This design comes from an exercise in tuning for small area, a short achievable clock period and few clock cycles per item on the open sky130 flow, not from production work. Where RTL was checked, it was by simulation tests only, not by an equivalence proof against the original. Power is estimated from default activity; no workload was simulated.

== job 101 ==
// rvl_core
module rvl_core (
    input  wire        clk,
    input  wire        rst,
    input  wire        cmd_valid,
    input  wire [67:0] cmd_word,
    input  wire        enc_in_valid,
    input  wire [15:0] enc_in_data,
    output wire        enc_in_ready,
    output wire        enc_out_valid,
    output wire [7:0]  enc_out_data,
    input  wire        enc_out_ready,
    input  wire        dec_in_valid,
    input  wire [7:0]  dec_in_data,
    output wire        dec_in_ready,
    output wire        dec_out_valid,
    output wire [15:0] dec_out_data,
    input  wire        dec_out_ready,
    input  wire [3:0]  sts_sel,
    output reg  [35:0] sts_data
);
export LEC_CHECK = 0
export ABC_CLOCK_PERIOD_IN_PS = 3500
export CAP_MARGIN = 20
export CORE_MARGIN = 2
export CORE_UTILIZATION = 40
export SETUP_SLACK_MARGIN = 3.2
export SLEW_MARGIN = 20
create_clock -name core_clock -period 7.0 [get_ports {clk}]
run.sh (not shown) runs the stock make flow with config.mk's settings and CLKGATE_MAP_FILE= SYNTH_SCRIPT=/design/flow/synth_recipe.tcl, a recipe that flattens the netlist after the stock synthesis.
Job 101 reached the final stage; the timing, design-rule and antenna checks on its layout passed.
Edits applied to the flow inputs when going from job 101 to job 103:
- removing ABC_CLOCK_PERIOD_IN_PS (formerly 3500)
- removing SETUP_SLACK_MARGIN (formerly 3.2)
### Flow results
- The final layouts of job 103 and job 101 pass the timing, design-rule and antenna checks.
- Note that the combinational-cell power consumption recorded for job 103 amounts to 0.78 times the value seen in job 101.
- Per the comparison of job 103 with job 101, largest net degree at the start of global routing saw a decrease; combinational share of power saw a decrease; global-route track usage on met2 saw a decrease; count of routing violations after the opening detailed-route iteration saw a decrease; non-clock buffer count in the final layout saw a decrease.
No run of this note included a check of the RTL's function; only the layout flow was run.

========
try-quartz:
rvl_core, a different RTL version from the one above (not shown whole).
Size: ~31000 um2 of cells after synthesis.
==> flow/config.mk <==
export PLATFORM = sky130hd
export DESIGN_NAME = rvl_core
export DESIGN_NICKNAME = rvl_core
export VERILOG_FILES = /design/flow/design.v
export SDC_FILE = /design/flow/constraint.sdc
export NUM_CORES = 4
export LEC_CHECK = 0
export ABC_CLOCK_PERIOD_IN_PS = 5000
export CAP_MARGIN = 20
export CORE_MARGIN = 2
export CORE_UTILIZATION = 40
export CTS_CLUSTER_DIAMETER = 100
export CTS_CLUSTER_SIZE = 40
export SETUP_SLACK_MARGIN = 2.8
export SLEW_MARGIN = 20
==> flow/constraint.sdc <==
create_clock -name core_clock -period 7.0 [get_ports {clk}]
set_input_delay 1.4000 -clock core_clock [delete_from_list [all_inputs] [get_ports {clk}]]
set_output_delay 1.4000 -clock core_clock [all_outputs]
set_load 0.01 [all_outputs]
try-quartz | status: complete | timing, DRC, antenna: pass
Testbench counts of try-quartz, summed over its fixed seeds: cycles 10,960, items 18,582.
Edits applied to the flow inputs when going from try-quartz to try-lagoon:
- swapping 5000 for 9000 in ABC_CLOCK_PERIOD_IN_PS
- clearing CTS_CLUSTER_SIZE, which used to be 40
- clearing CTS_CLUSTER_DIAMETER, which used to be 100
Notes after the runs:
[compare] base=try-quartz new=try-lagoon: fraction of standard cell area in multi-input logic shrank by 1.3 points; setup slack grew by 0.035 ns; fmax grew by about 0.8%; average detailed-routed wire length per instance held steady; combinational share of power shrank by 3.4 points.
Diff try-quartz -> try-lagoon | fraction of area in clock buffers and inverters | increase of 2.3 points
Relative to try-lagoon, the following input files were edited for try-fjord:
- SETUP_SLACK_MARGIN now 3.2, was 2.8
- ABC_CLOCK_PERIOD_IN_PS now 3500, was 9000
==> run notes <==
try-fjord | status: complete | timing, DRC, antenna: pass. try-fjord ended with less sequential share of layout area than try-lagoon. [try-fjord] largest net degree at the start of global routing fell 66 relative to try-lagoon. Overall routing resource usage essentially unchanged between try-lagoon and try-fjord.

========
## zinc
rvl_core, a different RTL version from the one above (not shown whole).
Size in the first run: ~170 I/O pins, about 30,000 sq um of cells after synthesis.
## rvl_core
module rvl_core (
    input  wire        clk,
    input  wire        rst,
    input  wire        cmd_valid,
    input  wire [67:0] cmd_word,
    input  wire        enc_in_valid,
    input  wire [15:0] enc_in_data,
    output wire        enc_in_ready,
    output wire        enc_out_valid,
    output wire [7:0]  enc_out_data,
    input  wire        enc_out_ready,
    input  wire        dec_in_valid,
    input  wire [7:0]  dec_in_data,
    output wire        dec_in_ready,
    output wire        dec_out_valid,
    output wire [15:0] dec_out_data,
    input  wire        dec_out_ready,
    input  wire [3:0]  sts_sel,
    output reg  [35:0] sts_data
);
Settings: LEC_CHECK=0, ABC_CLOCK_PERIOD_IN_PS=5000, CAP_MARGIN=20, CORE_MARGIN=2, CORE_UTILIZATION=40, SETUP_SLACK_MARGIN=2.8, SLEW_MARGIN=20, TNS_END_PERCENT=20; clock period 7.0 ns.
zinc ran to completion and came out clean on the timing, design-rule and antenna checks.
Testbench counts of zinc, summed over its fixed seeds: cycles 10,960, items 18,582.
### zinc -> yarrow
# zinc
export LEC_CHECK = 0
export ABC_CLOCK_PERIOD_IN_PS = 5000
export CAP_MARGIN = 20
export CORE_MARGIN = 2
export CORE_UTILIZATION = 40
export SETUP_SLACK_MARGIN = 2.8
export SLEW_MARGIN = 20
export TNS_END_PERCENT = 20
create_clock -name core_clock -period 7.0 [get_ports {clk}]
# yarrow
export LEC_CHECK = 0
export ABC_CLOCK_PERIOD_IN_PS = 5000
export CAP_MARGIN = 20
export CORE_MARGIN = 2
export CORE_UTILIZATION = 40
export SETUP_SLACK_MARGIN = 2.8
export SLEW_MARGIN = 20
export TNS_END_PERCENT = 5
create_clock -name core_clock -period 7.0 [get_ports {clk}]
==> run notes <==
yarrow was carried through to the last stage, and its layout satisfied the timing, design-rule and antenna checks. zinc | stages: all done | timing, DRC, antenna: all pass. From zinc to yarrow the numbers moved as follows: worst setup margin lower; power consumed by sequential cells roughly the same; number of buffers other than clock buffers in the final layout lower.
The following lists how amber was set up differently from yarrow:
# yarrow
export LEC_CHECK = 0
export ABC_CLOCK_PERIOD_IN_PS = 5000
export CAP_MARGIN = 20
export CORE_MARGIN = 2
export CORE_UTILIZATION = 40
export SETUP_SLACK_MARGIN = 2.8
export SLEW_MARGIN = 20
export TNS_END_PERCENT = 5
create_clock -name core_clock -period 7.0 [get_ports {clk}]
# amber
export LEC_CHECK = 0
export ABC_CLOCK_PERIOD_IN_PS = 5000
export CAP_MARGIN = 20
export CORE_MARGIN = 2
export CORE_UTILIZATION = 40
export SETUP_SLACK_MARGIN = 2.8
export SLEW_MARGIN = 20
create_clock -name core_clock -period 7.0 [get_ports {clk}]
--- outcome ---
Of the two values seen for launching element of the worst setup path, u_dec.bin[14]$_SDFFE_PN0P_ was produced by yarrow and sts_sel[0] by amber.
Against yarrow, number of global-route vias before repair in amber rose slightly.
Compared to yarrow, amber has total power 0.91% lower.
In amber, path length in cells of the critical path is higher than in yarrow.
Post-CTS setup-driven buffer insertion count: higher on amber
Delta(post-route cell area, amber - yarrow) > 0
Compared to yarrow, amber has part of the total power dissipated in the clock network 0.9 points lower.
Between amber and yarrow, count of inserted antenna diode cells is higher for yarrow, amber comes in under that.
Higher sequential share of layout area among amber and yarrow: yarrow
Here is what was changed in the inputs of violet compared with amber.
# amber
export LEC_CHECK = 0
export ABC_CLOCK_PERIOD_IN_PS = 5000
export CAP_MARGIN = 20
export CORE_MARGIN = 2
export CORE_UTILIZATION = 40
export SETUP_SLACK_MARGIN = 2.8
export SLEW_MARGIN = 20
create_clock -name core_clock -period 7.0 [get_ports {clk}]
# violet
export LEC_CHECK = 0
export ABC_CLOCK_PERIOD_IN_PS = 5000
export CAP_MARGIN = 20
export CORE_MARGIN = 2
export CORE_UTILIZATION = 40
export CTS_CLUSTER_DIAMETER = 60
export CTS_CLUSTER_SIZE = 30
export SETUP_SLACK_MARGIN = 2.8
export SLEW_MARGIN = 20
create_clock -name core_clock -period 7.0 [get_ports {clk}]
==> comparison <==
Going from amber to violet, buffering overhead held; final cell area excluding filler cells went down 170 sq um; number of well taps saw little to no change; hold slack closely matched the old numbers; portion of total power attributed to combinational logic now larger. Compared with amber, violet shows a lower area added between synthesis and finish. For violet, the first element of the critical path was sts_sel[2], unlike amber, where it was sts_sel[0].

-- what the ideal ports hide --
The flow's constraints put no driver on any port. The routed layouts listed below were extracted and timed again, unchanged, in two steps. Step 1: set_driving_cell puts a clkbuf_16 on clk and a buf_2 on each other input, an assumption about the parent block. Step 2 moves the port delays by t, midway between the first and last clock arrival at a register: inputs arrive t later, outputs are due t later. That takes back most of the time a late clock gives input paths. Slacks: ideal / step 1 / step 2; pairs: ideal / step 1.
| run | t (ns) | setup slack, ns | latest minus earliest clock arrival (ns) |
|---|---|---|---|
| job 101 | 0.700 | 1.334 / 1.334 / 1.334 | 0.032 / 0.032 |
| job 103 | 0.697 | 0.503 / 0.503 / 0.503 | 0.021 / 0.021 |
| try-quartz | 0.702 | 2.728 / 2.666 / 2.270 | 0.053 / 0.053 |
| try-lagoon | 0.687 | 2.764 / 2.701 / 2.276 | 0.042 / 0.042 |
| try-fjord | 0.691 | 2.797 / 2.733 / 2.503 | 0.052 / 0.052 |
| zinc | 0.704 | 2.494 / 2.411 / 2.198 | 0.062 / 0.062 |
| yarrow | 0.703 | 2.477 / 2.377 / 2.036 | 0.055 / 0.055 |
| amber | 0.680 | 2.817 / 2.649 / 2.282 | 0.047 / 0.047 |
| violet | 0.683 | 2.684 / 2.567 / 2.300 | 0.026 / 0.026 |
After both steps every run listed still meets setup and hold. For amber, which loses most, drivers alone change the setup slack by -0.168 ns; drivers and shift together by -0.535 ns.
